From an optimization exercise on the open Yosys and OpenROAD flow, aimed at small area, a short achievable clock period and few clock cycles per item; shortcuts taken in it are not production practice. Only simulation tests tie the RTL to the original design; equivalence was not proved. Power is estimated from default activity; no workload was simulated.

==> flow/design.v, too long to show whole: its modules and the start of the top module <==
// module convsame: 341 lines
// module mac_a: 4043 lines
// module mac_b: 827 lines
module convsame #(
    parameter MAXC = 16
) (
    input  wire               clk,
    input  wire               rst,           
    input  wire               kw_en,
    input  wire [4:0]         kw_addr,
    input  wire signed [15:0] kw_data,
    input  wire               start,
    input  wire [9:0]         cfg_len,       
    input  wire [2:0]         cfg_sps_m1,    
    input  wire [4:0]         cfg_half,      
    output wire               busy,
    input  wire               in_valid,
    output wire               in_ready,
    input  wire signed [15:0] in_re,
    input  wire signed [15:0] in_im,
    output wire               out_valid,
    input  wire               out_ready,
    output wire signed [15:0] out_re,
    output wire signed [15:0] out_im
);
  // ...
==> flow/flow/run.sh <==
#!/bin/bash
set -euo pipefail
export SETUP_SLACK_MARGIN=10.5
bash standard.sh > standard.log 2>&1
==> flow/standard.sh <==
#!/bin/bash
# synth_recipe.tcl (not shown) runs the flow's synth.tcl, then flattens the netlist and writes it again
# the make line also repeats each setting of config.mk as NAME=value (left out here)
make -C /OpenROAD-flow-scripts/flow DESIGN_CONFIG=/design/flow/config.mk WORK_HOME=/design/flow/orfs CLKGATE_MAP_FILE= SYNTH_SCRIPT=/design/flow/synth_recipe.tcl "${@:-finish}"
==> flow/config.mk <==
export PLATFORM = sky130hd
export DESIGN_NAME = convsame
export DESIGN_NICKNAME = convsame
export VERILOG_FILES = /design/flow/design.v
export SDC_FILE = /design/flow/constraint.sdc
export NUM_CORES = 4
export LEC_CHECK = 0
export CAP_MARGIN = 20
export CELL_PAD_IN_SITES_DETAIL_PLACEMENT = 1
export CELL_PAD_IN_SITES_GLOBAL_PLACEMENT = 1
export CORE_MARGIN = 4
export CORE_UTILIZATION = 40
export PLACE_DENSITY = 0.5
export SLEW_MARGIN = 20
==> flow/constraint.sdc <==
create_clock -name core_clock -period 15.0 [get_ports {clk}]
set_input_delay 3.0000 -clock core_clock [delete_from_list [all_inputs] [get_ports {clk}]]
set_output_delay 3.0000 -clock core_clock [all_outputs]
set_load 0.01 [all_outputs]
==> impl_results.md, run 1 <==
- Fraction of area in registers: between 30% and 40%
- Req. time, crit path: about 16 ns
- Logic power comb: 5.99 mW
- Layout clock area frac: roughly 5.5%
- Final Util: roughly 46%
- Signal buffers: ~840
- Dpl cells: between 15000 and 20000
- Cells after Synth: ~13000
- Buffering overhead: approximately 4.7%
- # resized after CTS: ~630
- F_max: 205 MHz
- Multi-input logic portion of the cell area: 45.1%
- Routed WL: roughly 650000 um
- Antenna violations before repair: 58
- Multiplexer share of the synthesized area: 0.330%
- Setup ws final: 10.13 ns
- Post-synthesis sequential area ratio: approximately 43%
- Synth top cells by count: edfxtp_1 (1649), fa_1 (1507), inv_1 (1497), a22oi_1 (1440), clkbuf_1 (934)
- Core area: 0.382 mm2
- Global-route wire length before repair: 898000 um
- WL met2: 298000 um
- Skew final: around 0.062 ns
- Status: finished clean
- Antenna viol nets, final: 0
- Port buffer count: 111
- Finished Cell Area: 0.176 mm2
- Slew headroom: approximately 18%
- Die Area: about 0.39 mm2
- Reg power frac: a little under two fifths
- Post-Syn Area: about 0.15 mm2
- Syn avg cell area: about 12 um2
- H-tree levels: 5
- Slew Viols, Final: 0
- Share of layout cells above drive strength 1: about 14%
- Inverter count: ~1500
- Die X: approximately 630 um
- Final Cycle Share: 32.5%
- N_taps: slightly above 5000
- Fin. Hold Viols: 0
- Drt pass-1 iters: 8
- HP Class: reg2reg
- Post-DR wirelength/cell: between 30 and 40 um
Testbench counts, summed over its fixed seeds: cycles 17,194, items 10,661.
==> module convsame, before the edit <==
module convsame #(
    parameter MAXC = 16
) (
    input  wire               clk,
    input  wire               rst,           
    input  wire               kw_en,
    input  wire [4:0]         kw_addr,
    input  wire signed [15:0] kw_data,
    input  wire               start,
    input  wire [9:0]         cfg_len,       
    input  wire [2:0]         cfg_sps_m1,    
    input  wire [4:0]         cfg_half,      
    output wire               busy,
    input  wire               in_valid,
    output wire               in_ready,
    input  wire signed [15:0] in_re,
    input  wire signed [15:0] in_im,
    output wire               out_valid,
    input  wire               out_ready,
    output wire signed [15:0] out_re,
    output wire signed [15:0] out_im
);
    localparam W   = 2 * MAXC + 1;           
    localparam CTR = MAXC;                   
    localparam NU  = 5;                      
    localparam NS  = 4;                      
    localparam AW  = 38;                     
    localparam D   = 5;                      
    localparam [NU*NS*5-1:0] KTAB = {
        5'd14, 5'd11, 5'd9,  5'd0,           
        5'd31, 5'd10, 5'd4,  5'd3,           
        5'd16, 5'd13, 5'd7,  5'd2,           
        5'd31, 5'd12, 5'd6,  5'd1,           
        5'd31, 5'd15, 5'd8,  5'd5            
    };
    integer i;
    genvar u, j;
    reg signed [15:0] g [0:MAXC];
    reg busy_r;
    always @(posedge clk) begin
        if (kw_en && !busy_r && kw_addr <= MAXC)
            g[kw_addr] <= kw_data;
    end
    reg        init;                         
    reg [9:0]  in_rem;                       
    reg [9:0]  real_rem;                     
    reg [2:0]  sps_m1;
    reg [2:0]  phase;                        
    reg [MAXC:0] tapmask;                    
    reg [4:0]  lead;                         
    reg [12:0] iss_rem;                      
    reg [12:0] out_rem;                      
    reg        iss_mid;                      
    reg [2:0]  inflight;                     
    reg        credit;                       
    reg        last_out;                     
    reg        wf;                           
    reg        has_out;                      
    reg        not_final;                    
    reg        nr;                           
    reg        in_more;                      
    reg [MAXC:0] rem_r;                      
    reg        ibuf_v;
    reg signed [15:0] ibuf_re, ibuf_im;
    reg [W-1:0] nz;                          
    reg signed [15:0] w_re [0:W-1];
    reg signed [15:0] w_im [0:W-1];
    reg [D-1:0] q_v;
    reg signed [15:0] q_re [0:D-1];
    reg signed [15:0] q_im [0:D-1];
    assign busy      = busy_r;
    assign out_valid = q_v[0];
    assign out_re    = q_re[0];
    assign out_im    = q_im[0];
    wire pop       = q_v[0] && out_ready;
    reg  in_ready_r;
    assign in_ready = in_ready_r;
    wire can_start = busy_r && !iss_mid && wf && has_out && credit;
    wire issuing   = iss_mid || can_start;
    wire [NU*NS-1:0] act;                    
    wire [NU*NS-1:0] pick;                   
    wire [NU*NS-1:0] left;                   
    generate
        for (u = 0; u < NU; u = u + 1) begin : sel
            wire [NS-1:0] rem;
            for (j = 0; j < NS; j = j + 1) begin : tap
                localparam integer K = KTAB[(u*NS+j)*5 +: 5];
                if (K <= MAXC) begin : ok
                    if (K == 0) begin : centre
                        assign act[u*NS+j] = rem_r[0];
                    end else begin : pair
                        assign act[u*NS+j] = rem_r[K];
                    end
                end else begin : none
                    assign act[u*NS+j] = 1'b0;
                end
            end
            assign rem = act[u*NS +: NS];
            assign pick[u*NS +: NS] = {NS{issuing}} & rem & (~rem + 1'b1);
            assign left[u*NS +: NS] = rem & ~pick[u*NS +: NS];
        end
    endgenerate
    wire last_cyc = issuing && (left == {NU*NS{1'b0}});
    wire push_req = busy_r && ((!wf && has_out) || (last_cyc && not_final));
    wire push     = push_req && (!nr || ibuf_v);
    wire [W-1:0] nz_n   = push ? {nz[W-2:0], nr} : nz;
    wire [4:0]   lead_n = lead + (push ? 5'd1 : 5'd0) - (last_cyc ? 5'd1 : 5'd0);
    wire [2:0]   infl_p = inflight + (can_start ? 3'd1 : 3'd0);
    wire [2:0]   infl_n = pop ? infl_p - 3'd1 : infl_p;
    wire         credit_n = pop || (infl_p != D[2:0]);
    wire         wrap   = (phase == sps_m1);
    wire [9:0]   rr_n   = real_rem - ((push && nr) ? 10'd1 : 10'd0);
    wire         take   = in_valid && in_ready;
    reg  [MAXC:0] pick_k, act_n;
    integer pu, pj;
    always @(*) begin
        pick_k = {(MAXC+1){1'b0}};
        for (pu = 0; pu < NU; pu = pu + 1)
            for (pj = 0; pj < NS; pj = pj + 1)
                if (KTAB[(pu*NS+pj)*5 +: 5] <= MAXC)
                    pick_k[KTAB[(pu*NS+pj)*5 +: 5]] = pick[pu*NS+pj];
        for (pu = 0; pu <= MAXC; pu = pu + 1)
            act_n[pu] = tapmask[pu] && (nz_n[CTR-pu] || nz_n[CTR+pu]);
    end
    wire busy_n    = rst ? 1'b0 :
                     !busy_r ? (start && cfg_len != 10'd0) :
                     !(pop && last_out);
    wire wf_n      = busy_r && (lead_n == 5'd17);
    wire nr_n      = !busy_r ? 1'b1 : push ? (wrap && (rr_n != 10'd0)) : nr;
    wire rdy_take  = (in_rem != 10'd1) && !wf_n && nr_n;
    wire rdy_keep  = !busy_r ? 1'b1 :
                     in_more && (!(ibuf_v && !(push && nr)) || (!wf_n && nr_n));
    wire in_ready_n = busy_n && (take ? rdy_take : rdy_keep);
    reg         v0_last, v1_last;
    reg         s0_first, s1_first;
    reg signed [16:0] pa_re [0:NU-1];
    reg signed [16:0] pa_im [0:NU-1];
    reg [7:0]   b_one [0:NU-1];
    reg [7:0]   b_two [0:NU-1];
    reg [7:0]   b_neg [0:NU-1];
    generate
        for (u = 0; u < NU; u = u + 1) begin : unit
            reg signed [15:0] a_re, a_im, b_re, b_im, cf;
            reg [16:0] be;
            integer t, kk;
            always @(*) begin
                a_re = 16'sd0; a_im = 16'sd0; b_re = 16'sd0; b_im = 16'sd0;
                cf = 16'sd0;
                for (t = 0; t < NS; t = t + 1) begin
                    kk = KTAB[(u*NS+t)*5 +: 5];
                    if (kk <= MAXC) begin
                        if (pick[u*NS+t]) begin
                            if (nz[CTR-kk]) begin
                                a_re = a_re | w_re[CTR-kk];
                                a_im = a_im | w_im[CTR-kk];
                            end
                            if (kk != 0 && nz[CTR+kk]) begin
                                b_re = b_re | w_re[CTR+kk];
                                b_im = b_im | w_im[CTR+kk];
                            end
                            cf = cf | g[kk];
                        end
                    end
                end
                be = {cf, 1'b0};
            end
            always @(posedge clk) begin
                pa_re[u] <= {a_re[15], a_re} + {b_re[15], b_re};
                pa_im[u] <= {a_im[15], a_im} + {b_im[15], b_im};
                for (t = 0; t < 8; t = t + 1) begin
                    b_one[u][t] <= be[2*t] ^ be[2*t+1];
                    b_two[u][t] <= (be[2*t+2] & ~be[2*t+1] & ~be[2*t]) |
                                   (~be[2*t+2] & be[2*t+1] & be[2*t]);
                    b_neg[u][t] <= be[2*t+2];
                end
            end
        end
    endgenerate
    localparam MW = 193;
    reg  [MW-1:0] mid_re, mid_im;
    wire [MW-1:0] mid_re_n, mid_im_n;
    mac_a are (
        .a0(pa_re[0]), .one0(b_one[0]), .two0(b_two[0]), .neg0(b_neg[0]),
        .a1(pa_re[1]), .one1(b_one[1]), .two1(b_two[1]), .neg1(b_neg[1]),
        .a2(pa_re[2]), .one2(b_one[2]), .two2(b_two[2]), .neg2(b_neg[2]),
        .a3(pa_re[3]), .one3(b_one[3]), .two3(b_two[3]), .neg3(b_neg[3]),
        .a4(pa_re[4]), .one4(b_one[4]), .two4(b_two[4]), .neg4(b_neg[4]),
        .mid(mid_re_n));
    mac_a aim (
        .a0(pa_im[0]), .one0(b_one[0]), .two0(b_two[0]), .neg0(b_neg[0]),
        .a1(pa_im[1]), .one1(b_one[1]), .two1(b_two[1]), .neg1(b_neg[1]),
        .a2(pa_im[2]), .one2(b_one[2]), .two2(b_two[2]), .neg2(b_neg[2]),
        .a3(pa_im[3]), .one3(b_one[3]), .two3(b_two[3]), .neg3(b_neg[3]),
        .a4(pa_im[4]), .one4(b_one[4]), .two4(b_two[4]), .neg4(b_neg[4]),
        .mid(mid_im_n));
    always @(posedge clk) begin
        mid_re <= mid_re_n;
        mid_im <= mid_im_n;
    end
    reg [AW-1:0] acs_re, acc_re, acs_im, acc_im;
    wire [AW-1:0] ns_re, nc_re, ns_im, nc_im;
    mac_b bre (.mid(mid_re), .first(s1_first), .acs(acs_re), .acc(acc_re),
               .os(ns_re), .oc(nc_re));
    mac_b bim (.mid(mid_im), .first(s1_first), .acs(acs_im), .acc(acc_im),
               .os(ns_im), .oc(nc_im));
    reg v2;                                  
    always @(posedge clk) begin
        acs_re <= ns_re; acc_re <= nc_re;
        acs_im <= ns_im; acc_im <= nc_im;
    end
    function signed [15:0] sat;
        input [AW-1:0] a;
        begin
            if (!a[AW-1] && (a[AW-2:30] != {(AW-31){1'b0}}))
                sat = 16'sh7fff;
            else if (a[AW-1] && (a[AW-2:30] != {(AW-31){1'b1}}))
                sat = 16'sh8000;
            else
                sat = a[30:15];
        end
    endfunction
    wire [AW-1:0] sum_re = acs_re + acc_re;
    wire [AW-1:0] sum_im = acs_im + acc_im;
    wire signed [15:0] y_re = sat(sum_re);
    wire signed [15:0] y_im = sat(sum_im);
    reg [D-1:0] sh_v;
    reg [D-1:0] slot;
    always @(*) begin
        for (i = 0; i < D; i = i + 1)
            sh_v[i] = pop ? ((i < D - 1) ? q_v[i+1] : 1'b0) : q_v[i];
        for (i = 0; i < D; i = i + 1)
            slot[i] = v2 && !sh_v[i] && ((i == 0) ? 1'b1 : sh_v[i-1]);
    end
    always @(posedge clk) begin
        for (i = 0; i < D; i = i + 1) begin
            if (slot[i]) begin
                q_re[i] <= y_re;
                q_im[i] <= y_im;
            end else if (pop && i < D - 1) begin
                q_re[i] <= q_re[i+1];
                q_im[i] <= q_im[i+1];
            end
        end
    end
    always @(posedge clk) begin
        if (rst) begin
            busy_r   <= 1'b0;
            init     <= 1'b0;
            ibuf_v   <= 1'b0;
            iss_mid  <= 1'b0;
            in_ready_r <= 1'b0;
            inflight <= 3'd0;
            credit   <= 1'b1;
            has_out  <= 1'b0;
            v0_last  <= 1'b0;
            v1_last  <= 1'b0;
            s0_first <= 1'b0;
            s1_first <= 1'b0;
            v2       <= 1'b0;
            q_v      <= {D{1'b0}};
        end else begin
            in_ready_r <= in_ready_n;
            s0_first <= can_start;
            s1_first <= s0_first;
            v0_last  <= last_cyc;
            v1_last  <= v0_last;
            v2       <= v1_last;
            q_v      <= sh_v | slot;
            if (!busy_r) begin
                if (start && cfg_len != 10'd0) begin
                    busy_r   <= 1'b1;
                    init     <= 1'b1;
                    in_rem   <= cfg_len;
                    real_rem <= cfg_len;
                    sps_m1   <= cfg_sps_m1;
                    for (i = 0; i <= MAXC; i = i + 1)
                        tapmask[i] <= (i <= cfg_half);
                    phase    <= 3'd0;
                    lead     <= 5'd0;
                    wf       <= 1'b0;
                    nr       <= 1'b1;
                    in_more  <= 1'b1;
                    has_out  <= 1'b1;
                    nz       <= {W{1'b0}};
                    rem_r    <= {(MAXC+1){1'b0}};
                end
            end else begin
                if (init) begin
                    init      <= 1'b0;
                    iss_rem   <= in_rem * ({1'b0, sps_m1} + 4'd1);
                    out_rem   <= in_rem * ({1'b0, sps_m1} + 4'd1);
                    last_out  <= (in_rem == 10'd1) && (sps_m1 == 3'd0);
                    not_final <= (in_rem != 10'd1) || (sps_m1 != 3'd0);
                end
                if (take) begin
                    ibuf_v  <= 1'b1;
                    ibuf_re <= in_re;
                    ibuf_im <= in_im;
                    in_rem  <= in_rem - 10'd1;
                    in_more <= (in_rem != 10'd1);
                end else if (push && nr) begin
                    ibuf_v  <= 1'b0;
                end
                nz       <= nz_n;
                real_rem <= rr_n;
                if (push) begin
                    phase <= wrap ? 3'd0 : phase + 3'd1;
                    nr    <= wrap && (rr_n != 10'd0);
                end
                rem_r <= (issuing && !last_cyc) ? (rem_r & ~pick_k) : act_n;
                lead <= lead_n;
                wf   <= (lead_n == 5'd17);
                if (issuing)
                    iss_mid <= !last_cyc;
                if (last_cyc) begin
                    iss_rem   <= iss_rem - 13'd1;
                    has_out   <= (iss_rem != 13'd1);
                    not_final <= (iss_rem != 13'd2);
                end
                inflight <= infl_n;
                credit   <= credit_n;
                if (pop) begin
                    out_rem  <= out_rem - 13'd1;
                    last_out <= (out_rem == 13'd2);
                    if (last_out)
                        busy_r <= 1'b0;
                end
            end
        end
    end
    always @(posedge clk) begin
        if (push) begin
            w_re[0] <= ibuf_re;
            w_im[0] <= ibuf_im;
            for (i = 1; i < W; i = i + 1) begin
                w_re[i] <= w_re[i-1];
                w_im[i] <= w_im[i-1];
            end
        end
    end
endmodule
==> inputs of run 2 (changes only) <==
--- a/flow/design.v
+++ b/flow/design.v
@@ -76,6 +76,7 @@
     reg  in_ready_r;
     assign in_ready = in_ready_r;
-    wire can_start = busy_r && !iss_mid && wf && has_out && credit;
-    wire issuing   = iss_mid || can_start;
+    reg  issuing_r;                          
+    wire issuing   = issuing_r;
+    wire can_start = issuing_r && !iss_mid;  
     wire [NU*NS-1:0] act;                    
     wire [NU*NS-1:0] pick;                   
@@ -97,5 +98,8 @@
             end
             assign rem = act[u*NS +: NS];
-            assign pick[u*NS +: NS] = {NS{issuing}} & rem & (~rem + 1'b1);
+            assign pick[u*NS+0] = issuing && rem[0];
+            assign pick[u*NS+1] = issuing && rem[1] && !rem[0];
+            assign pick[u*NS+2] = issuing && rem[2] && !rem[1] && !rem[0];
+            assign pick[u*NS+3] = issuing && rem[3] && !rem[2] && !rem[1] && !rem[0];
             assign left[u*NS +: NS] = rem & ~pick[u*NS +: NS];
         end
@@ -126,10 +130,17 @@
                      !busy_r ? (start && cfg_len != 10'd0) :
                      !(pop && last_out);
-    wire wf_n      = busy_r && (lead_n == 5'd17);
-    wire nr_n      = !busy_r ? 1'b1 : push ? (wrap && (rr_n != 10'd0)) : nr;
+    wire wf_n      = busy_r && (((lead == 5'd17) && (push == last_cyc)) ||
+                                ((lead == 5'd16) && push && !last_cyc));
+    wire rr_left   = nr ? (real_rem != 10'd1) : (real_rem != 10'd0);
+    wire nr_n      = !busy_r ? 1'b1 : push ? (wrap && rr_left) : nr;
     wire rdy_take  = (in_rem != 10'd1) && !wf_n && nr_n;
     wire rdy_keep  = !busy_r ? 1'b1 :
                      in_more && (!(ibuf_v && !(push && nr)) || (!wf_n && nr_n));
     wire in_ready_n = busy_n && (take ? rdy_take : rdy_keep);
+    wire iss_mid_n = busy_r && (issuing ? !last_cyc : iss_mid);
+    wire has_out_n = last_cyc ? (iss_rem != 13'd1) : has_out;
+    wire iss_go    = iss_mid_n || (wf_n && has_out_n);
+    wire iss_nopop = iss_mid_n || (wf_n && has_out_n && (infl_p != D[2:0]));
+    wire issuing_n = busy_r && (pop ? (iss_go && !last_out) : iss_nopop);
     reg         v0_last, v1_last;
     reg         s0_first, s1_first;
@@ -250,4 +261,5 @@
             iss_mid  <= 1'b0;
             in_ready_r <= 1'b0;
+            issuing_r  <= 1'b0;
             inflight <= 3'd0;
             credit   <= 1'b1;
@@ -261,4 +273,5 @@
         end else begin
             in_ready_r <= in_ready_n;
+            issuing_r  <= issuing_n;
             s0_first <= can_start;
             s1_first <= s0_first;
@@ -306,9 +319,9 @@
                 if (push) begin
                     phase <= wrap ? 3'd0 : phase + 3'd1;
-                    nr    <= wrap && (rr_n != 10'd0);
+                    nr    <= wrap && rr_left;
                 end
                 rem_r <= (issuing && !last_cyc) ? (rem_r & ~pick_k) : act_n;
                 lead <= lead_n;
-                wf   <= (lead_n == 5'd17);
+                wf   <= wf_n;
                 if (issuing)
                     iss_mid <= !last_cyc;
==> flow/flow/run.sh (replaced) <==
#!/bin/bash
set -euo pipefail
export SETUP_SLACK_MARGIN=10.45
bash standard.sh > standard.log 2>&1
==> run 2 against run 1 <==
  * Still clean
  * Die area barely moved
  * Flip-flop and latch count did not move
  * Worst hold slack improved by 0.0015 ns
  * Synthesized cell count rose by 1.3%
  * Clock power fell by 4.0%
  * Non-clock buffer count fell by 197
  * Fmax rose by 5.4%
  * Power fell by 17%
  * Clock skew rose by 0.063 ns
  * Count of clock-buffer cells in the layout fell by 14
  * Critical path type unchanged
  * Critical endpoint is now mid_re[84]
  * Largest cell class unchanged
  * Largest power group unchanged
  * Highest routed layer unchanged
==> impl_results.md, run 2 <==
- Root Driver: clkbuf_16 (unchanged)
- Rows: 227 (unchanged)
- Slew Viols, Final: 0 (unchanged)
- Post-DR wirelength/cell: 39.5 um (was 35.3 um)
- Post-Syn Area: 0.153 mm2 (about the same)
- Die Area: 0.393 mm2 (about the same)
- Vias: 114000 (was 109000)
- Unrepaired setup endpoints after global routing: true (unchanged)
- Inserted Clock Buffers: 296 (unchanged)
- Drc violations: 0 (unchanged)
- Skew final: 0.125 ns (was 0.0622 ns)
- HP Class: reg2reg (unchanged)
- Worst Tran Pin Value: 1.36 ns (was 1.23 ns)
- Finished Cell Area: 0.173 mm2 (was 0.176 mm2)
- Synth Net Count: 15000 (was 14800)
- Peak supply drop: 0.000123 V (was 0.000148 V)
- Drt pass-1 iters: 11 (was 8)
- Ranking of synthesized cells by area: edfxtp_1 (32%), fa_1 (20%), dfxtp_1 (11%), a22oi_1 (7.0%), xor2_1 (5.2%) (was edfxtp_1 (32%), fa_1 (20%), dfxtp_1 (11%), a22oi_1 (7.1%), xor2_1 (5.2%))
- Global-route wire length before repair: 982000 um (was 898000 um)
- #FFs+latches synth: 2495 (unchanged)
- Cells after Synth: 13100 (was 12900)
- Final-stage net count: 14900 (about the same)
- Most common library cell in the layout ignoring fill and taps: edfxtp_1 (unchanged)
- Power per Cell Area: 103 mW/mm2 (was 122 mW/mm2)
- Pin count of the biggest net entering global routing: 192 (was 179)
- Async set-reset flop share out of synthesis: 0% (unchanged)
- Req. time, crit path: 15.73 ns (was 15.80 ns)
- CTS max path bufs: 4 (unchanged)
- Leak pwr: 66.1 nW (was 67.4 nW)
- CTS tree: yes (unchanged)
- Power consumption: 17.8 mW (was 21.4 mW)
- Worst-Skew Late Latency: 0.98 ns (was 0.96 ns)
- Yosys top cell area share: 32.3% (about the same)
- Die X: 627 um (about the same)
- Max-cap violations: 0 (unchanged)
- Crit path max fanout: 30 (was 5)
- DP Area: 0.160 mm2 (about the same)
- Number of flops mapped to enable cells by yosys: 1649 (unchanged)
- Antenna viol nets, final: 0 (unchanged)
- Antenna violations before repair: 59 (was 58)
- Crit Path Category: reg2reg (unchanged)
- Syn. warnings: 19 (unchanged)
- Dpl hpwl: 497000 um (was 449000 um)
- Worst setup EP type: flip-flop (unchanged)
- Critical Path AT: 5.35 ns (was 5.67 ns)
- Reg clk slew, reported paths: 0.05 ns (was 0.06 ns)
- Final Cycle Share: 30.8% (was 32.5%)
- Chip height: 627 um (about the same)
- Worst setup SP type: flip-flop (unchanged)
- Post-synthesis sequential area ratio: 43.3% (about the same)
- Fin Setup TNS: 0 ns (unchanged)
- H-tree levels: 5 (unchanged)
- Routed WL: 722000 um (was 646000 um)
- Vias in the first global route: 118000 (was 117000)
- Syn avg cell area: 11.7 um2 (was 11.9 um2)
- Commonest non-fill, non-tap cells in the layout: edfxtp_1 (1649), inv_1 (1507), fa_1 (1500) (was edfxtp_1 (1649), fa_1 (1495), inv_1 (1490))
- CTS sink cnt: 2495 (unchanged)
- Worst hold slack: 0.419 ns (was 0.417 ns)
- Share of layout cells above drive strength 1: 10.6% (was 13.5%)
- Synth cell types: 84 (was 96)
- Status: finished clean (unchanged)
- Post-synth top flop: edfxtp_1 (unchanged)
- F_max: 216 MHz (was 205 MHz)
- Min Tclk post-route: 4.62 ns (was 4.87 ns)
- Starting DRT DRC Count: 15500 (was 11700)
- Vias per std cell: 6.21 (was 5.96)
- Port buffer count: 111 (unchanged)
- Count leader, synth: edfxtp_1 (unchanged)
- Regs by FF count: w_im (528), w_re (528), g (272) (unchanged)
- Core area: 0.382 mm2 (unchanged)
- Synth top cells by count: edfxtp_1 (1649), inv_1 (1513), fa_1 (1507), a22oi_1 (1427), nand2_1 (956) (was edfxtp_1 (1649), fa_1 (1507), inv_1 (1497), a22oi_1 (1440), clkbuf_1 (934))
- Slew headroom: 9.24% (was 17.9%)
- Grt ovf: 0 (unchanged)
- GPL Wtd Cong: 0.981 (was 0.943)
- Setup violations, final: 0 (unchanged)
- I/O Pins: 112 (unchanged)
- Synth-to-layout area growth: 12.6% (was 14.8%)
- FILL cells: 39500 (was 39200)
- Total GRT Usage: 36.2% (was 32.2%)
- Fin. Hold Viols: 0 (unchanged)
- Synth area leader: edfxtp_1 (unchanged)
- Initial core utilization: 40.1% (about the same)
==> run 2: cell types whose count changed after synthesis, sizes merged, moves of 29 or more <==
cell,previous run,this run
o21ai,236,313
o221ai,2,31
a222oi,155,244
nand2,654,957
a21oi,334,227
nor2,293,229
a221o,103,15
a22o,107,20
a21boi,6,37
==> run 2: final timing paths <==
kind,depth (start not counted),endpoint,from,slack (ns)
hold / removal,0,w_re[0][7],ibuf_re[7],0.42
setup reg to reg,11,mid_re[84],b_one[2][6],10.38
setup / recovery,11,mid_re[84],b_one[2][6],10.38
hold reg to reg,0,w_re[0][7],ibuf_re[7],0.42
==> run 2: cells by family (layout without fill, tap and decap cells) <==
family,Yosys count,count (layout),share of synthesized area [%]
xor+xnor,1682,1682,9.61
fa+ha+maj,1843,1843,22.4
other cells,1,71,0.00245
buf+inv,2601,2695,6.38
flops,2495,2495,43.3
simple gates,1785,1787,5.30
compound gates,2636,2636,12.6
mux,46,46,0.322
==> run 2: repair_timing <==
action                                  in CTS  in global routing
cloned                                      15                  2
endpoints found under the setup margin    1486                425
setup buffers                               76                 56
pin swaps                                   25                 41
hold buffers                                 0                  0
gates resized for setup                    420                168
==> run 2: worst max-delay path, stage by stage (launching register included) <==
cell	delay, ns
dfxtp_2	0.58
clkbuf_8	0.42
a22oi_1	0.19
xor2_1	0.22
fa_1	0.53
inv_1	0.07
fa_1	0.54
inv_1	0.06
fa_1	0.58
inv_1	0.07
fa_1	0.56
fa_1	0.44
==> run 2: layout make-up <==
type	count	area [um2]	share of cell area [%]
Antenna cell	70	175	0.101
Clock buffer	394	8030	4.65
Clock inverter	138	1220	0.705
Inverter	1517	5720	3.31
Multi-Input combinational cell	7995	78100	45.2
Sequential cell	2495	66800	38.7
Tap cell	5038	6300	3.65
Timing Repair Buffer	646	6390	3.70
==> run 2: report_power, final <==
group / internal, mW / switching (mW)
Clock: 3.99 / 3.05
Sequential: 7.55 / 0.155
Combinational: 0.957 / 2.12
Total: 12.5 / 5.32
==> run 2: per-layer routing <==
layer  routed length, um  part of all wire (%)  track usage, %  up-vias
met3               78600                    11            12.5     2212
met2              311000                    43            53.9     7458
li1                    -                     -               -    44500
met5                 839                  0.12           0.778        -
met4               54500                   7.5            21.7       44
met1              277000                    38            45.4    59400
==> run 2: per-stage QoR <==
stage,utilization [%],setup slack (ns),instances
CTS,44.9,10.38,18200
global route,45.2,10.28,18300
detailed placement,41.9,8.61,17500
global placement,41.9,8.72,17500
finish,45.2,10.38,18300
floorplan,-,9.78,13100
Testbench counts of run 2, summed over its fixed seeds: cycles 17,194, items 10,661.
==> inputs of run 3 (changes only) <==
--- a/flow/config.mk
+++ b/flow/config.mk
@@ -11,4 +11,6 @@
 export CORE_MARGIN = 4
 export CORE_UTILIZATION = 40
+export CTS_CLUSTER_DIAMETER = 80
+export CTS_CLUSTER_SIZE = 30
 export PLACE_DENSITY = 0.5
 export SLEW_MARGIN = 20
==> run 3 against run 2 <==
  * Power decreased by 10%
  * Combinational power increased by 4%
  * Synthesized cell count unchanged
  * Clock power decreased by 28%
  * Via count fell by 1.1%
  * Critical path depth down 3
  * Wire length down 0.50%
  * Setup slack got worse by 0.14 ns
  * Die area did not move
  * Sequential share of layout area up 0.78 points
  * Highest routed layer unchanged
==> impl_results.md, run 3 <==
- Most common library cell in the layout ignoring fill and taps: edfxtp_1 (unchanged)
- Vias: 112000 (was 114000)
- Routed WL: 718000 um (was 722000 um)
- H-tree levels: 4 (was 5)
- GPL Wtd Cong: 0.981 (unchanged)
- Die X: 627 um (unchanged)
- DP Area: 0.160 mm2 (unchanged)
- Slew headroom: 17.7% (was 9.24%)
- Synth Net Count: 15000 (unchanged)
- Vias in the first global route: 116000 (was 118000)
- Clk network pwr share: 31.9% (was 39.5%)
- Req. time, crit path: 15.81 ns (was 15.73 ns)
- Post-synthesis sequential area ratio: 43.3% (unchanged)
- Synth top cells by count: edfxtp_1 (1649), inv_1 (1513), fa_1 (1507), a22oi_1 (1427), nand2_1 (956) (unchanged)
- Crit-path slowest cell: dfxtp_2 (unchanged)
- #FFs+latches synth: 2495 (unchanged)
- Slew Viols, Final: 0 (unchanged)
- Port buffer count: 111 (unchanged)
- Ranking of synthesized cells by area: edfxtp_1 (32%), fa_1 (20%), dfxtp_1 (11%), a22oi_1 (7.0%), xor2_1 (5.2%) (unchanged)
- Regs by FF count: w_im (528), w_re (528), g (272) (unchanged)
- F_max: 210 MHz (was 216 MHz)
- FILL cells: 39600 (was 39500)
- Rows: 227 (unchanged)
- Fin. Hold Viols: 0 (unchanged)
- CTS tree: yes (unchanged)
- Hold buffers post-CTS: 0 (unchanged)
- Unrepaired setup endpoints after global routing: true (unchanged)
- Global-route wire length before repair: 976000 um (was 982000 um)
- Root Driver: clkbuf_16 (unchanged)
- Finished Cell Area: 0.169 mm2 (was 0.173 mm2)
- Drt pass-1 iters: 12 (was 11)
- Post-synth top flop: edfxtp_1 (unchanged)
- Core area: 0.382 mm2 (unchanged)
- Fin Setup TNS: 0 ns (unchanged)
- Reg clk slew, reported paths: 0.12 ns (was 0.05 ns)
- Critical Path AT: 5.58 ns (was 5.35 ns)
- Max-cap violations: 0 (unchanged)
- Setup ws final: 10.23 ns (was 10.38 ns)
- Dpl hpwl: 497000 um (unchanged)
- Number of flops mapped to enable cells by yosys: 1649 (unchanged)
- Worst hold slack: 0.416 ns (was 0.419 ns)
- Skew final: 0.100 ns (was 0.125 ns)
- Antenna violations before repair: 60 (was 59)
- HP Class: reg2reg (unchanged)
- Grt ovf: 0 (unchanged)
- Antenna viol nets, final: 0 (unchanged)
- Synth-to-layout area growth: 10.4% (was 12.6%)
- Crit Path Category: reg2reg (unchanged)
- Total GRT Usage: 36.0% (was 36.2%)
- Sw frac: 32.4% (was 29.9%)
- Synth area leader: edfxtp_1 (unchanged)
- Crit path max fanout: 16 (was 30)
- Worst setup SP type: flip-flop (unchanged)
- CTS max path bufs: 4 (unchanged)
- Drc violations: 0 (unchanged)
- Synth cell types: 84 (unchanged)
- Post-Place Setup Slack: 8.61 ns (unchanged)
- Reg power frac: 48.2% (was 43.2%)
- Commonest non-fill, non-tap cells in the layout: edfxtp_1 (1649), inv_1 (1507), fa_1 (1502) (was edfxtp_1 (1649), inv_1 (1507), fa_1 (1500))
- Starting DRT DRC Count: 15900 (was 15500)
- Post-DR wirelength/cell: 39.8 um (was 39.5 um)
- Combinational power share: 20.0% (was 17.3%)
- Crit-path most repeated cell: fa_1 (unchanged)
- Min Tclk post-route: 4.77 ns (was 4.62 ns)
- Pint: 10.8 mW (was 12.5 mW)
- Final Cycle Share: 31.8% (was 30.8%)
- Chip height: 627 um (unchanged)
- Worst Tran Pin Value: 1.23 ns (was 1.36 ns)
- Worst setup EP type: flip-flop (unchanged)
- Worst-Skew Late Latency: 0.97 ns (was 0.98 ns)
- Yosys top cell area share: 32.3% (unchanged)
- Setup violations, final: 0 (unchanged)
- Pin count of the biggest net entering global routing: 192 (unchanged)
- Final Util: 44.3% (was 45.2%)
- Vias per std cell: 6.22 (was 6.21)
- Power consumption: 16.0 mW (was 17.8 mW)
- CP Cell Sequence: a22oi_1, xor2_1, fa_1, fa_1, fa_1, fa_1, inv_1, fa_1 (was clkbuf_8, a22oi_1, xor2_1, fa_1, inv_1, fa_1, inv_1, fa_1, inv_1, fa_1, fa_1)
- CTS sink cnt: 2495 (unchanged)
- Syn avg cell area: 11.7 um2 (unchanged)
- Layout Cells excl Fill: 18100 (was 18300)
- Max incr delay on CP: 1.06 ns (was 0.58 ns)
- Cells after Synth: 13100 (unchanged)
- Initial core utilization: 40.1% (unchanged)
- Die Area: 0.393 mm2 (unchanged)
- Status: finished clean (unchanged)
- Syn. warnings: 19 (unchanged)
- Dpl cells: 17500 (unchanged)
- Count leader, synth: edfxtp_1 (unchanged)
- I/O Pins: 112 (unchanged)
- Share of layout cells above drive strength 1: 9.69% (was 10.6%)
- Post-Syn Area: 0.153 mm2 (unchanged)
- Final-stage net count: 14700 (was 14900)
- Peak supply drop: 0.000117 V (was 0.000123 V)
- Reg2Reg Setup Slack: 10.23 ns (was 10.38 ns)
- Leak pwr: 64.4 nW (was 66.1 nW)
- Async set-reset flop share out of synthesis: 0% (unchanged)
- Power per Cell Area: 94.3 mW/mm2 (was 103 mW/mm2)
- Sw Pwr: 5.17 mW (was 5.32 mW)
- Inserted Clock Buffers: 155 (was 296)
run 3: cell count changes in the layout (fill, tap and decap cells not counted), sizes merged:
cell           delta
clkbuf          -220
clkinv           -54
inv              +38
buf              +16
diode            +12
clkdlybuf4s15     -9
bufinv            -7
clkinvlp          -6
bufbuf            +1
o41ai             +1
run 3: final timing paths:
kind / start / endpoint / cells past startpoint
worst min register to register: ibuf_im[9] / w_im[0][9] / 0
worst min-delay path: ibuf_im[9] / w_im[0][9] / 0
worst max-delay path: pa_im[2][14] / mid_im[90] / 8
worst max register to register: pa_im[2][14] / mid_im[90] / 8
run 3: final cells by class:
| type | count | area (um2) | share of cell area (%) |
|---|---|---|---|
| sequential | 2495 | 66800 | 39.5 |
| antenna | 82 | 205 | 0.121 |
| inverter | 1517 | 5730 | 3.38 |
| multi-input combinational | 7996 | 78100 | 46.1 |
| tap | 5038 | 6300 | 3.72 |
| timing repair buffer | 657 | 6490 | 3.83 |
| clock buffer | 171 | 4080 | 2.41 |
| clock inverter | 109 | 1590 | 0.939 |
run 3: cell families (layout without fill, tap and decap cells):
| family | after synthesis | in the layout | synth area share [%] |
|---|---|---|---|
| compound gates | 2636 | 2637 | 12.6 |
| xor+xnor | 1682 | 1682 | 9.61 |
| fa+ha+maj | 1843 | 1843 | 22.4 |
| buf+inv | 2601 | 2454 | 6.38 |
| flops | 2495 | 2495 | 43.3 |
| mux | 46 | 46 | 0.322 |
| other cells | 1 | 83 | 0.00245 |
| simple gates | 1785 | 1787 | 5.30 |
run 3: critical path, delay by kind of cell (launching register included):
family / cells / cell delay (ns)
buffers and inverters: 1 / 0.13
adder cells (fa/ha/maj): 5 / 2.89
AO/OA/AOI/OAI: 1 / 0.27
flip-flops: 1 / 1.06
XOR/XNOR: 1 / 0.22
run 3: timing repair:
item | CTS | global route
setup endpoints to repair | 1478 | 497
pin swaps | 25 | 34
resized for setup | 430 | 185
cloned | 17 | 2
buffers inserted | 83 | 59
run 3: power by group through the flow:
stage               clock network, mW  registers (mW)  logic [mW]
global placement                    0            7.85        2.80
global route                     5.49            7.71        3.56
CTS                              5.22            7.70        3.11
finish                           5.09            7.69        3.19
detailed placement                  0            7.86        2.88
floorplan                           0            7.78        1.79
run 3: routing by layer:
layer  track usage (%)  share of wire (%)  vias to the layer above
met4              21.7                7.7                       41
met3              11.7                 10                     2072
met2              53.6                 43                     7184
li1                  -                  -                    44200
met1              45.5                 39                    58900
met5              1.40               0.14                        -
==> inputs of run 4 (changes only) <==
--- a/flow/design.v
+++ b/flow/design.v
@@ -71,6 +71,7 @@
     assign busy      = busy_r;
     assign out_valid = q_v[0];
-    assign out_re    = q_re[0];
-    assign out_im    = q_im[0];
+    reg signed [15:0] o_re, o_im;            
+    assign out_re    = o_re;
+    assign out_im    = o_im;
     wire pop       = q_v[0] && out_ready;
     reg  in_ready_r;
@@ -254,4 +255,19 @@
         end
     end
+    always @(posedge clk) begin
+        if (rst) begin
+            o_re <= 16'sd0;
+            o_im <= 16'sd0;
+        end else if (slot[0]) begin
+            o_re <= y_re;
+            o_im <= y_im;
+        end else if (pop) begin
+            o_re <= q_re[1];
+            o_im <= q_im[1];
+        end else begin
+            o_re <= q_re[0];
+            o_im <= q_im[0];
+        end
+    end
     always @(posedge clk) begin
         if (rst) begin
==> run 4 against run 3 <==
  * First-iteration DRC count decreased by 8.8%
  * Critical path depth rose by 1
  * Clock skew down 0.012 ns
  * Sequential power up 1%
  * Combinational power decreased by 1%
  * Fmax grew 3.1%
  * Power rose by 1.4%
  * Worst hold slack better by 0.0055 ns
  * Synthesized area up 0.51%
  * Sequential share of layout area barely moved
  * Global-route usage decreased by 3.3 points
  * Count of clock-buffer cells in the layout did not move
  * Critical path type unchanged
  * Largest cell class unchanged
==> impl_results.md, run 4 <==
- Critical Path AT: 5.39 ns (was 5.58 ns)
- Clk network pwr share: 32.6% (was 31.9%)
- Post-synth top flop: edfxtp_1 (unchanged)
- Number of flops mapped to enable cells by yosys: 1617 (was 1649)
- Vias per std cell: 6.07 (was 6.22)
- Sw Pwr: 5.25 mW (was 5.17 mW)
- Status: finished clean (unchanged)
- Post-Syn Area: 0.154 mm2 (was 0.153 mm2)
- Req. time, crit path: 15.77 ns (was 15.81 ns)
- Post-synthesis sequential area ratio: 43.3% (about the same)
- Final Cycle Share: 30.8% (was 31.8%)
- Fin. Hold Viols: 0 (unchanged)
- Antenna violations before repair: 45 (was 60)
- Grt ovf: 0 (unchanged)
- Vias: 110000 (was 112000)
- Inserted Clock Buffers: 159 (was 155)
- Synth top cells by count: edfxtp_1 (1617), fa_1 (1507), inv_1 (1466), a22oi_1 (1454), nand2_1 (1043) (was edfxtp_1 (1649), inv_1 (1513), fa_1 (1507), a22oi_1 (1427), nand2_1 (956))
- HP Class: reg2reg (unchanged)
- Global-route wire length before repair: 920000 um (was 976000 um)
- I/O Pins: 112 (unchanged)
- Chip height: 629 um (was 627 um)
- Unrepaired setup endpoints after global routing: true (unchanged)
- Initial core utilization: 40.2% (was 40.1%)
- Synth Net Count: 15200 (was 15000)
- Hold buffers post-CTS: 0 (unchanged)
- Die Area: 0.395 mm2 (was 0.393 mm2)
- Routed WL: 667000 um (was 718000 um)
- Slew headroom: 22.1% (was 17.7%)
- Pin count of the biggest net entering global routing: 101 (was 192)
- Starting DRT DRC Count: 14500 (was 15900)
- Setup violations, final: 0 (unchanged)
- Most common library cell in the layout ignoring fill and taps: edfxtp_1 (unchanged)
- Power per Cell Area: 95.4 mW/mm2 (was 94.3 mW/mm2)
- Pint: 10.9 mW (was 10.8 mW)
- Crit path max fanout: 9 (was 16)
- Antenna viol nets, final: 0 (unchanged)
- Rows: 227 (unchanged)
- Reg clk slew, reported paths: 0.11 ns (was 0.12 ns)
- Yosys top cell area share: 31.5% (was 32.3%)
- Final-stage net count: 14900 (was 14700)
- Worst setup EP type: flip-flop (unchanged)
- Fin Setup TNS: 0 ns (unchanged)
- CTS tree: yes (unchanged)
- GPL Wtd Cong: 0.939 (was 0.981)
- Combinational power share: 19.4% (was 20.0%)
- CTS max path bufs: 4 (unchanged)
- F_max: 216 MHz (was 210 MHz)
- Dpl hpwl: 474000 um (was 497000 um)
- Total GRT Usage: 32.8% (was 36.0%)
- Max-cap violations: 0 (unchanged)
- Commonest non-fill, non-tap cells in the layout: edfxtp_1 (1617), fa_1 (1503), inv_1 (1460) (was edfxtp_1 (1649), inv_1 (1507), fa_1 (1502))
- Synth cell types: 84 (unchanged)
- CTS sink cnt: 2527 (was 2495)
- Vias in the first global route: 116000 (about the same)
- Syn. warnings: 19 (unchanged)
- H-tree levels: 4 (unchanged)
- Sw frac: 32.4% (about the same)
- Share of layout cells above drive strength 1: 9.10% (was 9.69%)
- Power consumption: 16.2 mW (was 16.0 mW)
- Slew Viols, Final: 0 (unchanged)
- Regs by FF count: w_im (528), w_re (528), g (272) (unchanged)
- Core area: 0.383 mm2 (was 0.382 mm2)
- Min Tclk post-route: 4.62 ns (was 4.77 ns)
- Async set-reset flop share out of synthesis: 0% (unchanged)
- #FFs+latches synth: 2527 (was 2495)
- Reg power frac: 48.0% (was 48.2%)
- Die X: 629 um (was 627 um)
- Cells after Synth: 13300 (was 13100)
- Drt pass-1 iters: 9 (was 12)
- Syn avg cell area: 11.6 um2 (was 11.7 um2)
- Crit Path Category: reg2reg (unchanged)
- Worst-Skew Late Latency: 0.95 ns (was 0.97 ns)
- Peak supply drop: 0.000168 V (was 0.000117 V)
- Post-DR wirelength/cell: 36.7 um (was 39.8 um)
- Leak pwr: 64.6 nW (was 64.4 nW)
- Drc violations: 0 (unchanged)
- Root Driver: clkbuf_16 (unchanged)
- Worst Tran Pin Value: 1.17 ns (was 1.23 ns)
- Skew final: 0.0887 ns (was 0.100 ns)
- Synth-to-layout area growth: 10.2% (was 10.4%)
- Count leader, synth: edfxtp_1 (unchanged)
- Synth area leader: edfxtp_1 (unchanged)
- Port buffer count: 111 (unchanged)
- Worst setup SP type: flip-flop (unchanged)
- Ranking of synthesized cells by area: edfxtp_1 (32%), fa_1 (20%), dfxtp_1 (12%), a22oi_1 (7.1%), xor2_1 (5.2%) (was edfxtp_1 (32%), fa_1 (20%), dfxtp_1 (11%), a22oi_1 (7.0%), xor2_1 (5.2%))
==> run 4: changes by cell type in the layout (fill, tap and decap cells not counted), moves of 28 or more <==
cell,change
diode_2,-63
a211oi_1,+28
nand2_1,+81
edfxtp_1,-32
a21oi_1,+99
dfxtp_1,+87
a222oi_1,-30
o221ai_1,-29
and3_1,+36
buf_4,-31
inv_1,-47
o21ai_0,-31
==> run 4: critical path: stages, from the launching register on <==
cell and delay, ns:
dfxtp_1 0.90, buf_4 0.47, a22oi_1 0.18, xor2_1 0.21
fa_1 0.54, fa_1 0.45, fa_1 0.59, inv_1 0.08
fa_1 0.51, fa_1 0.50
==> run 4: cell type report <==
type                            count  area, um2
Multi-Input combinational cell   8181      78600
Fill cell                       39600     213000
Inverter                         1470       5530
Antenna cell                       19       47.5
Clock inverter                    119       1830
Tap cell                         5038       6300
Timing Repair Buffer              621       6360
Clock buffer                      171       4110
Sequential cell                  2527      67000
==> run 4: cell families after synthesis <==
kind of cell | Yosys count | share of synthesized area [%]
AO/OA/AOI/OAI | 2670 | 12.5
XOR/XNOR | 1682 | 9.56
adder cells (fa/ha/maj) | 1842 | 22.3
buffers and inverters | 2570 | 6.27
flip-flops | 2527 | 43.3
multiplexers | 43 | 0.300
other | 1 | 0.00243
AND/OR/NAND/NOR | 1938 | 5.70
==> run 4: power by group through the flow <==
| stage | logic, mW | registers (mW) | clock network (mW) |
|---|---|---|---|
| 2_1_floorplan | 1.87 | 7.88 | 0 |
| 3_3_place_gp | 3.01 | 7.94 | 0 |
| 3_5_place_dp | 3.11 | 7.94 | 0 |
| 4_1_cts | 3.17 | 7.78 | 5.42 |
| 5_1_grt | 3.54 | 7.80 | 5.67 |
| 6_report | 3.15 | 7.77 | 5.27 |
==> run 4: routing by layer <==
| metal | vias up | wire [um] | global-route usage [%] |
|---|---|---|---|
| met2 | 5917 | 284000 | 48.2 |
| met3 | 1385 | 61300 | 7.88 |
| met1 | 58300 | 280000 | 45.3 |
| met5 | - | 321 | 0.0845 |
| met4 | 23 | 40900 | 16.1 |
| li1 | 44500 | - | - |
==> run 4: per-stage QoR <==
step	cell area [um2]	util, %	cells	hold slack [ns]	worst slack (ns)
floorplan	154000	-	13300	0.329	9.68
global placement	160000	41.9	17700	0.404	7.60
detailed placement	160000	41.9	17700	0.405	7.37
CTS	168000	44.0	18100	0.426	10.39
global route	170000	44.3	18100	0.435	10.28
finish	170000	44.3	18100	0.421	10.38
==> run 4: final timing paths <==
check | start | endpoint | slack, ns | depth (start not counted)
setup / recovery | b_two[4][0] | mid_re[91] | 10.38 | 9
hold / removal | ibuf_re[12] | w_re[0][12] | 0.42 | 0
setup reg to reg | b_two[4][0] | mid_re[91] | 10.38 | 9
hold reg to reg | ibuf_re[12] | w_re[0][12] | 0.42 | 0
==> run 4: timing repair <==
action	CTS	global route
gates resized for setup	371	183
setup buffers	67	56
cloned	13	11
pin swaps	20	57
endpoints found under the setup margin	1684	468
hold endpoints to repair	0	0
Testbench counts of run 4, summed over its fixed seeds: cycles 17,194, items 10,661.

-- what the ideal ports hide --
In the flow no input, the clock included, has a driving cell. The finished layouts below were timed again as built, in two steps.
Step 1 sets driving cells, clkbuf_16 on the clock port and buf_2 on the other inputs (assumed; they add their load-dependent delay and slew).
Step 2 also shifts input and output timing later by t, the mid clock arrival at the registers, as if the neighbouring blocks saw the same clock.
Slacks: ideal ports / drivers / drivers and shift; pairs: ideal ports / drivers.
run	t, ns	setup WS [ns]	worst register clock-pin slew, ns
run 1	1.034	10.127 / 10.127 / 9.684	0.09 / 0.09
run 2	1.038	10.378 / 10.360 / 9.605	0.07 / 0.07
run 3	1.042	10.234 / 10.234 / 9.550	0.12 / 0.12
run 4	1.021	10.377 / 10.377 / 9.589	0.12 / 0.12
After both steps setup and hold are still met in every run listed. The setup slack of run 4, which loses most, moves by 0.000 ns with the drivers and by -0.788 ns with both steps.
